This is an optimization exercise on Yosys and OpenROAD, whose aim is small area, a short achievable clock period and few clock cycles, not a production implementation. Only simulation tests tie the RTL to the original design; equivalence was not proved. Power is estimated from default activity; no workload was simulated.

File: design/flow/run.sh
#!/bin/bash
# synth_recipe.tcl (not shown) runs the flow's synth.tcl, then flattens the netlist and writes it again
# the make line also repeats each setting of config.mk as NAME=value (left out here)
make -C /OpenROAD-flow-scripts/flow DESIGN_CONFIG=/design/flow/config.mk WORK_HOME=/design/flow/orfs CLKGATE_MAP_FILE= SYNTH_SCRIPT=/design/flow/synth_recipe.tcl finish
File: design/flow/config.mk
export PLATFORM = sky130hd
export DESIGN_NAME = bert_core
export DESIGN_NICKNAME = bert_core
export VERILOG_FILES = /design/flow/design.v
export SDC_FILE = /design/flow/constraint.sdc
export NUM_CORES = 4
export LEC_CHECK = 0
export CAP_MARGIN = 20
export CORE_MARGIN = 2
export CORE_UTILIZATION = 40
export SLEW_MARGIN = 20
File: design/flow/constraint.sdc
create_clock -name core_clock -period 11.0 [get_ports {clk}]
set_input_delay 2.2000 -clock core_clock [delete_from_list [all_inputs] [get_ports {clk}]]
set_output_delay 2.2000 -clock core_clock [all_outputs]
set_load 0.01 [all_outputs]
File: design/flow/design.v
module bert_core (
    input  wire        clk,
    input  wire        rst,
    input  wire        cmd_valid,
    output wire        cmd_ready,
    input  wire [63:0] cmd_data,
    output reg         rsp_valid,
    output reg  [3:0]  rsp_status,
    output reg  [63:0] rsp_value,
    output reg         mem_req,
    output reg         mem_we,
    output reg  [31:0] mem_addr,
    output reg  [7:0]  mem_wdata,
    input  wire        mem_gnt,
    input  wire [7:0]  mem_rdata
);
    localparam [3:0] ST_OK      = 4'd0;
    localparam [3:0] ST_ILLEGAL = 4'd1;
    localparam [3:0] ST_CONFIG  = 4'd2;
    localparam [3:0] ST_NOTCONF = 4'd3;
    localparam [3:0] ST_RANGE   = 4'd4;
    localparam [7:0] OP_GEN_INIT = 8'h10;
    localparam [7:0] OP_GEN_FILL = 8'h11;
    localparam [7:0] OP_CHK_INIT = 8'h20;
    localparam [7:0] OP_CHK_CHK  = 8'h21;
    localparam [7:0] OP_RDRX     = 8'h28;
    localparam [7:0] OP_RDSYNC   = 8'h29;
    localparam [7:0] OP_RDERR    = 8'h2A;
    localparam [7:0] OP_RDST     = 8'h2B;
    localparam [7:0] OP_RDLOSS   = 8'h2C;
    localparam [3:0] S_IDLE     = 4'd0;
    localparam [3:0] S_DECODE   = 4'd1;
    localparam [3:0] S_GEN_BITS = 4'd2;
    localparam [3:0] S_GEN_WR   = 4'd3;
    localparam [3:0] S_CHK_RD   = 4'd4;
    localparam [3:0] S_CHK_DATA = 4'd5;
    localparam [3:0] S_CHK_BITS = 4'd6;
    localparam [3:0] S_DONE     = 4'd7;
    function [31:0] tap_mask(input [5:0] n);
        case (n)
            6'd2:  tap_mask = 32'h00000003;
            6'd3:  tap_mask = 32'h00000006;
            6'd4:  tap_mask = 32'h0000000C;
            6'd5:  tap_mask = 32'h00000014;
            6'd6:  tap_mask = 32'h00000030;
            6'd7:  tap_mask = 32'h00000060;
            6'd8:  tap_mask = 32'h000000E1;
            6'd9:  tap_mask = 32'h00000110;
            6'd10: tap_mask = 32'h00000240;
            6'd11: tap_mask = 32'h00000500;
            6'd12: tap_mask = 32'h00000E08;
            6'd13: tap_mask = 32'h00001C80;
            6'd14: tap_mask = 32'h00003802;
            6'd15: tap_mask = 32'h00006000;
            6'd16: tap_mask = 32'h0000D008;
            6'd17: tap_mask = 32'h00012000;
            6'd18: tap_mask = 32'h00020400;
            6'd19: tap_mask = 32'h00072000;
            6'd20: tap_mask = 32'h00090000;
            6'd21: tap_mask = 32'h00140000;
            6'd22: tap_mask = 32'h00300000;
            6'd23: tap_mask = 32'h00420000;
            6'd24: tap_mask = 32'h00E10000;
            6'd25: tap_mask = 32'h01200000;
            6'd26: tap_mask = 32'h03880000;
            6'd27: tap_mask = 32'h07200000;
            6'd28: tap_mask = 32'h09000000;
            6'd29: tap_mask = 32'h14000000;
            6'd30: tap_mask = 32'h38000040;
            6'd31: tap_mask = 32'h48000000;
            6'd32: tap_mask = 32'hE0000200;
            default: tap_mask = 32'h00000000;
        endcase
    endfunction
    function [31:0] low_mask32(input [5:0] n);
        integer i;
        begin
            for (i = 0; i < 32; i = i + 1)
                low_mask32[i] = (i < n);
        end
    endfunction
    function [63:0] low_mask64(input [6:0] k);
        integer i;
        begin
            for (i = 0; i < 64; i = i + 1)
                low_mask64[i] = (i < k);
        end
    endfunction
    function [31:0] pn_next(input [5:0] n, input [31:0] r);
        reg f;
        begin
            f       = ^(r & tap_mask(n));
            pn_next = {r[30:0], f} & low_mask32(n);
        end
    endfunction
    function [6:0] popcount64(input [63:0] v);
        integer i;
        begin
            popcount64 = 7'd0;
            for (i = 0; i < 64; i = i + 1)
                popcount64 = popcount64 + {6'd0, v[i]};
        end
    endfunction
    function [63:0] satinc(input [63:0] c);
        satinc = (&c) ? c : c + 64'd1;
    endfunction
    reg [3:0]  state;
    reg [63:0] cmd;           
    reg        gen_conf;
    reg [5:0]  gen_order;
    reg [31:0] gen_r;
    reg        chk_conf;
    reg [5:0]  chk_order;
    reg [31:0] chk_r;
    reg [63:0] chk_rx;        
    reg [63:0] chk_insync;    
    reg [63:0] chk_err;       
    reg [63:0] chk_loss;      
    reg        chk_synced;    
    reg [63:0] chk_win;       
    reg [6:0]  chk_fill;      
    reg [63:0] chk_hist;      
    reg [31:0] buf_addr;      
    reg [23:0] buf_left;      
    reg [2:0]  bit_cnt;       
    reg [7:0]  byte_reg;      
    assign cmd_ready = (state == S_IDLE);
    wire [7:0]  opc      = cmd[63:56];
    wire [5:0]  c_order  = cmd[5:0];
    wire [23:0] c_len    = cmd[55:32];
    wire [31:0] c_addr   = cmd[31:0];
    wire fmt_o_ok = (cmd[55:6] == 50'd0);
    wire fmt_q_ok = (cmd[55:0] == 56'd0);
    wire is_gen_init = (opc == OP_GEN_INIT) && fmt_o_ok;
    wire is_gen_fill = (opc == OP_GEN_FILL);
    wire is_chk_init = (opc == OP_CHK_INIT) && fmt_o_ok;
    wire is_chk_chk  = (opc == OP_CHK_CHK);
    wire is_query    = ((opc == OP_RDRX) || (opc == OP_RDSYNC) || (opc == OP_RDERR) ||
                        (opc == OP_RDST) || (opc == OP_RDLOSS)) && fmt_q_ok;
    wire order_ok  = (c_order >= 6'd2) && (c_order <= 6'd32);
    wire range_bad = ({1'b0, c_addr} + {9'd0, c_len}) > 33'h1_0000_0000;
    wire [31:0] gen_r_next = pn_next(gen_order, gen_r);
    wire        gen_bit    = gen_r_next[0];
    wire        rx_bit    = byte_reg[bit_cnt];
    wire [31:0] chk_taps  = tap_mask(chk_order);
    wire [6:0]  win_len   = {chk_order, 1'b0};           
    wire [63:0] win_mask  = low_mask64(win_len);
    wire [63:0] win_push  = {chk_win[62:0], rx_bit} & win_mask;
    wire [6:0]  fill_push = (chk_fill == win_len) ? chk_fill : chk_fill + 7'd1;
    wire        win_full  = (fill_push == win_len);
    reg         cand_nz;
    reg         conf_ok;
    integer     j;
    always @(*) begin
        cand_nz = 1'b0;
        for (j = 0; j < 64; j = j + 1)
            if ((j >= chk_order) && (j < win_len) && win_push[j])
                cand_nz = 1'b1;
        conf_ok = 1'b1;
        for (j = 0; j < 32; j = j + 1)
            if (j < chk_order)
                if (win_push[j] != ^(win_push[j+1 +: 32] & chk_taps))
                    conf_ok = 1'b0;
    end
    wire        acq_lock  = win_full && cand_nz && conf_ok;
    wire [31:0] chk_r_next = pn_next(chk_order, chk_r);
    wire        mism       = chk_r_next[0] ^ rx_bit;
    wire [63:0] hist_push  = {chk_hist[62:0], mism} & win_mask;    
    wire        sync_lost  = popcount64(hist_push) > {1'b0, chk_order};
    always @(posedge clk) begin
        if (rst) begin
            state      <= S_IDLE;
            cmd        <= 64'd0;
            rsp_valid  <= 1'b0;
            rsp_status <= 4'd0;
            rsp_value  <= 64'd0;
            mem_req    <= 1'b0;
            mem_we     <= 1'b0;
            mem_addr   <= 32'd0;
            mem_wdata  <= 8'd0;
            gen_conf   <= 1'b0;
            gen_order  <= 6'd0;
            gen_r      <= 32'd0;
            chk_conf   <= 1'b0;
            chk_order  <= 6'd0;
            chk_r      <= 32'd0;
            chk_rx     <= 64'd0;
            chk_insync <= 64'd0;
            chk_err    <= 64'd0;
            chk_loss   <= 64'd0;
            chk_synced <= 1'b0;
            chk_win    <= 64'd0;
            chk_fill   <= 7'd0;
            chk_hist   <= 64'd0;
            buf_addr   <= 32'd0;
            buf_left   <= 24'd0;
            bit_cnt    <= 3'd0;
            byte_reg   <= 8'd0;
        end else begin
            rsp_valid <= 1'b0;
            case (state)
                S_IDLE: begin
                    if (cmd_valid) begin
                        cmd   <= cmd_data;
                        state <= S_DECODE;
                    end
                end
                S_DECODE: begin
                    rsp_status <= ST_OK;
                    rsp_value  <= 64'd0;
                    state      <= S_DONE;
                    if (is_gen_init) begin
                        if (!order_ok) begin
                            rsp_status <= ST_CONFIG;
                        end else begin
                            gen_conf  <= 1'b1;
                            gen_order <= c_order;
                            gen_r     <= 32'd1;
                        end
                    end else if (is_chk_init) begin
                        if (!order_ok) begin
                            rsp_status <= ST_CONFIG;
                        end else begin
                            chk_conf   <= 1'b1;
                            chk_order  <= c_order;
                            chk_r      <= 32'd1;
                            chk_rx     <= 64'd0;
                            chk_insync <= 64'd0;
                            chk_err    <= 64'd0;
                            chk_loss   <= 64'd0;
                            chk_synced <= 1'b0;
                            chk_win    <= 64'd0;
                            chk_fill   <= 7'd0;
                            chk_hist   <= 64'd0;
                        end
                    end else if (is_gen_fill) begin
                        if (!gen_conf)
                            rsp_status <= ST_NOTCONF;
                        else if (range_bad)
                            rsp_status <= ST_RANGE;
                        else if (c_len != 24'd0) begin
                            buf_addr <= c_addr;
                            buf_left <= c_len;
                            bit_cnt  <= 3'd7;
                            state    <= S_GEN_BITS;
                        end
                    end else if (is_chk_chk) begin
                        if (!chk_conf)
                            rsp_status <= ST_NOTCONF;
                        else if (range_bad)
                            rsp_status <= ST_RANGE;
                        else if (c_len != 24'd0) begin
                            buf_addr <= c_addr;
                            buf_left <= c_len;
                            state    <= S_CHK_RD;
                        end
                    end else if (is_query) begin
                        if (!chk_conf) begin
                            rsp_status <= ST_NOTCONF;
                        end else begin
                            case (opc)
                                OP_RDRX:   rsp_value <= chk_rx;
                                OP_RDSYNC: rsp_value <= chk_insync;
                                OP_RDERR:  rsp_value <= chk_err;
                                OP_RDST:   rsp_value <= {63'd0, chk_synced};
                                default:   rsp_value <= chk_loss;
                            endcase
                        end
                    end else begin
                        rsp_status <= ST_ILLEGAL;
                    end
                end
                S_GEN_BITS: begin
                    gen_r             <= gen_r_next;
                    byte_reg[bit_cnt] <= gen_bit;
                    bit_cnt           <= bit_cnt - 3'd1;
                    if (bit_cnt == 3'd0) begin
                        mem_req   <= 1'b1;
                        mem_we    <= 1'b1;
                        mem_addr  <= buf_addr;
                        mem_wdata <= {byte_reg[7:1], gen_bit};
                        state     <= S_GEN_WR;
                    end
                end
                S_GEN_WR: begin
                    if (mem_gnt) begin
                        mem_req  <= 1'b0;
                        mem_we   <= 1'b0;
                        buf_addr <= buf_addr + 32'd1;
                        buf_left <= buf_left - 24'd1;
                        bit_cnt  <= 3'd7;
                        if (buf_left == 24'd1)
                            state <= S_DONE;
                        else
                            state <= S_GEN_BITS;
                    end
                end
                S_CHK_RD: begin
                    mem_req  <= 1'b1;
                    mem_we   <= 1'b0;
                    mem_addr <= buf_addr;
                    if (mem_req && mem_gnt) begin
                        mem_req <= 1'b0;
                        state   <= S_CHK_DATA;
                    end
                end
                S_CHK_DATA: begin
                    byte_reg <= mem_rdata;
                    bit_cnt  <= 3'd7;
                    state    <= S_CHK_BITS;
                end
                S_CHK_BITS: begin
                    chk_rx  <= satinc(chk_rx);
                    bit_cnt <= bit_cnt - 3'd1;
                    if (!chk_synced) begin
                        if (acq_lock) begin
                            chk_r      <= win_push[31:0] & low_mask32(chk_order);
                            chk_synced <= 1'b1;
                            chk_hist   <= 64'd0;
                            chk_win    <= 64'd0;
                            chk_fill   <= 7'd0;
                        end else begin
                            chk_win  <= win_push;
                            chk_fill <= fill_push;
                        end
                    end else begin
                        chk_r      <= chk_r_next;
                        chk_insync <= satinc(chk_insync);
                        if (mism)
                            chk_err <= satinc(chk_err);
                        if (sync_lost) begin
                            chk_synced <= 1'b0;
                            chk_loss   <= satinc(chk_loss);
                            chk_win    <= 64'd0;
                            chk_fill   <= 7'd0;
                            chk_hist   <= 64'd0;
                        end else begin
                            chk_hist <= hist_push;
                        end
                    end
                    if (bit_cnt == 3'd0) begin
                        buf_addr <= buf_addr + 32'd1;
                        buf_left <= buf_left - 24'd1;
                        if (buf_left == 24'd1)
                            state <= S_DONE;
                        else
                            state <= S_CHK_RD;
                    end
                end
                S_DONE: begin
                    rsp_valid <= 1'b1;
                    state     <= S_IDLE;
                end
                default: state <= S_IDLE;
            endcase
        end
    end
endmodule
==> results.cfg <==
[run_status]
status = timing/DRC/antenna clean

[cells_and_area]
layout-drive-gt1-share = 0.05908
layoutNonFillerInstCount = 9155
syn2layout_area_growth_pct = 11.34
nets = 7411
layout_commonest_cell = nand2_1
final_cell_mix = nand2_1 (1732), dfxtp_1 (767), xnor2_1 (669)

[flow_run]
max_cap_viol_count = 0

[clock_network]
numCtsBuffers = 90
root_buffer = clkbuf_16
cts_tree = done
htree_levels = 3
clock-sinks = 776
clk_latency_ns = 0.72
cts.path.max_buffers = 3
cts_setup_buffers = 0
clkTransAtPathRegs_ns = 0.06

[floorplan]
die_x_um = 377.9
core-area_mm2 = 0.1392
initial_core_util = 0.4017
dieArea_mm2 = 0.1428
core.rowCount = 137
io_pins = 188
die_h_um = 377.9

[worst_setup_path]
cp.arrival_ns = 11.02
crit_path_frequent_cell = fa_1
critPathSlowestCell = dfxtp_2
crit_required_ns = 11.63
crit_path_start_kind = flop
crit_path_start = chk_order[4]
path_class = reg2reg
cp_slowest_stage_delay_ns = 0.92
endpoint_kind = flop
worstPathMaxFanout = 38
rrSetupSlack_ns = 0.61
worstReg2RegStart = chk_order[4]

[placement]
io_buffer_count = 186
dpl.hpwl_um = 149300
dp_cells = 8990
gp_congestion = 1.017

[global_routing]
grt_max_degree = 176
antenna_found_initial = 4
grt_usage = 0.3096
grt_pass1_wl_um = 335700
overflow = 0
grt_pass1_vias = 51140

[synth]
ys_ff_latch = 776
syn-num-nets = 7524
synth_edf_count = 0
netlist_area_mm2 = 0.05591
synthTopCellsByArea = dfxtp_1 (28%), nand2_1 (12%), xnor2_1 (10%)
ys_async_sr_fraction = 0
yosys.area.top_type = dfxtp_1
yosysWarningCount = 1
netlist_instances = 7319
syn_area_per_cell_um2 = 7.639
yosysSeqAreaShare = 0.2779
synth_top_area_share = 0.2779
synth-main-ff-cell = dfxtp_1
yosysUniqueCellTypes = 104

[route]
vias_per_cell = 5.972
drt_iter0_drc = 7192
totalWireLength_um = 228000
drc_errors = 0
first_pass_iters = 6
route.antenna.remaining_nets = 0
vias = 54680
avgRoutedWirePerCell_um = 24.90

[timing]
slew_violations = 0
rsz0062_at_grt = no
setup_viol = 0
finalCriticalPeriod_ns = 10.39
setup_tns_ns = 0
fin_hold_ws_ns = 0.4483
clock_skew_ns = 0.03783
worst_slew_pin_slew_ns = 1.133
finalHoldViolCount = 0
fmax_mhz = 96.23
slew_headroom = 0.2383
fin_crit_sh = 0.9447

[pwr]
peakVddDrop_uv = 122.9
p_comb_frac = 0.196
p_leak_nw = 20.87
netSwitchingFraction = 0.3356
p_int_mw = 5.208
p_sw_mw = 2.631
power.density_mw_per_mm2 = 125.9
p_clk_frac = 0.402
seq_power_share = 0.402

[worst_hold_path]
hp-start = rsp_value[15]
hold_class = reg2reg
worst paths after layout:
check,endpoint,cells after the start
max,chk_loss[59],32
min,rsp_value[15],2
max reg2reg,chk_loss[59],32
min reg2reg,rsp_value[15],2
stage by stage:
step	setup WS [ns]	utilization	area [µm²]	power, mW
2_1_floorplan	0.3917	-	55910	4.155
3_3_place_gp	0.7148	0.4249	59140	4.701
3_5_place_dp	0.6137	0.4249	59140	4.713
4_1_cts	0.5530	0.4471	62230	7.869
5_1_grt	0.009606	0.4472	62250	8.151
6_report	0.6088	0.4472	62250	7.839
worst max-delay path, delay by kind of cell, from the launching register on:
family / cells / cell delay [ns]
AO/OA/AOI/OAI: 6 / 1.29
buffers and inverters: 5 / 0.74
AND/OR/NAND/NOR: 9 / 2.16
XOR/XNOR: 1 / 0.09
adder cells (fa/ha/maj): 11 / 5.06
flip-flops: 1 / 0.92
cells by family (layout without fill, tap and decap cells):
family	Yosys count	count (layout)	share of synthesized area
AO/OA/AOI/OAI	1235	1235	0.1496
AND/OR/NAND/NOR	3158	3158	0.2456
XOR/XNOR	1198	1198	0.2164
multiplexers	110	110	0.02052
adder cells (fa/ha/maj)	129	129	0.03625
other	1	2	0.00006707
flip-flops	776	776	0.2779
buffers and inverters	712	671	0.05373
synthesized netlist by cell type, types with 14 or more instances:
master	n
a32o_1	67
nand2b_1	17
buf_4	21
nand4_1	72
nor2_1	513
a221oi_1	14
buf_2	106
nor3_1	100
buf_6	16
nand2_1	1735
a22o_1	81
clkbuf_1	359
xor2_1	412
a22oi_1	35
mux2i_1	100
o31ai_1	24
o21ai_0	138
fa_1	55
buf_1	63
o22ai_1	31
and2_1	74
nand3_1	350
or2_2	24
xnor2_1	669
dfxtp_1	776
ha_1	74
or3_1	59
xnor3_1	113
inv_1	141
nor4_1	52
o21a_1	25
o211ai_1	197
and3_1	73
a21oi_1	389
nor2b_1	17
a31oi_1	44
a211oi_1	16
a32oi_1	17
and4_1	22
a21o_1	37
layer usage:
metal / track usage / vias up / part of all wire
li1: - / 24530 / -
met5: 0 / - / 0.00014
met4: 0.1527 / 4 / 0.055
met2: 0.4613 / 3240 / 0.42
met3: 0.07517 / 827 / 0.12
met1: 0.4160 / 26070 / 0.41
power groups by stage:
stage               Sequential, mW  Clock, mW  Combinational (mW)
finish                        3.15       3.16                1.54
global route                  3.16       3.32                1.67
CTS                           3.14       3.21                1.52
detailed placement            3.20          0                1.51
global placement              3.20          0                1.50
floorplan                     3.07          0                1.08
final cells by class:
type | instances | area (µm²)
timing repair buffer | 360 | 3211
multi-input combinational | 5831 | 37490
sequential | 776 | 15550
inverter | 147 | 551.8
clock inverter | 33 | 422.9
fill | 14060 | 76940
tap | 1876 | 2347
clock buffer | 131 | 2670
antenna | 1 | 2.502
repair_timing:
item,4_1_cts,5_1_grt
setup endpoints to repair,0,3
hold buffers,0,0
resized for setup,0,1
Testbench counts, summed over its fixed seeds: cycles 204,872.

what the ideal ports hide:
In the flow no input, the clock included, has a driving cell. The finished layout below was timed again as built, in two steps. Step 1, drivers: a clkbuf_16 drives clk and a buf_2 each remaining input, both assumed. Step 2 times the ports against the registers' clock, not the clock port: input delays grow and output delays shrink by t, the midpoint of the rising clock arrivals with the driver on. Three values: no drivers, after step 1, after step 2; two values: the first two.
t, ns: 0.775
setup slack, ns: 0.609 / 0.609 / 0.609
hold WS [ns]: 0.448 / 0.448 / 0.448
latest minus earliest clock arrival (ns): 0.037 / 0.038
pins driven straight from the clock port: 1
After both steps this run still meets setup and hold. For this run, drivers alone change the setup slack by 0.000 ns; drivers and shift together by 0.000 ns.
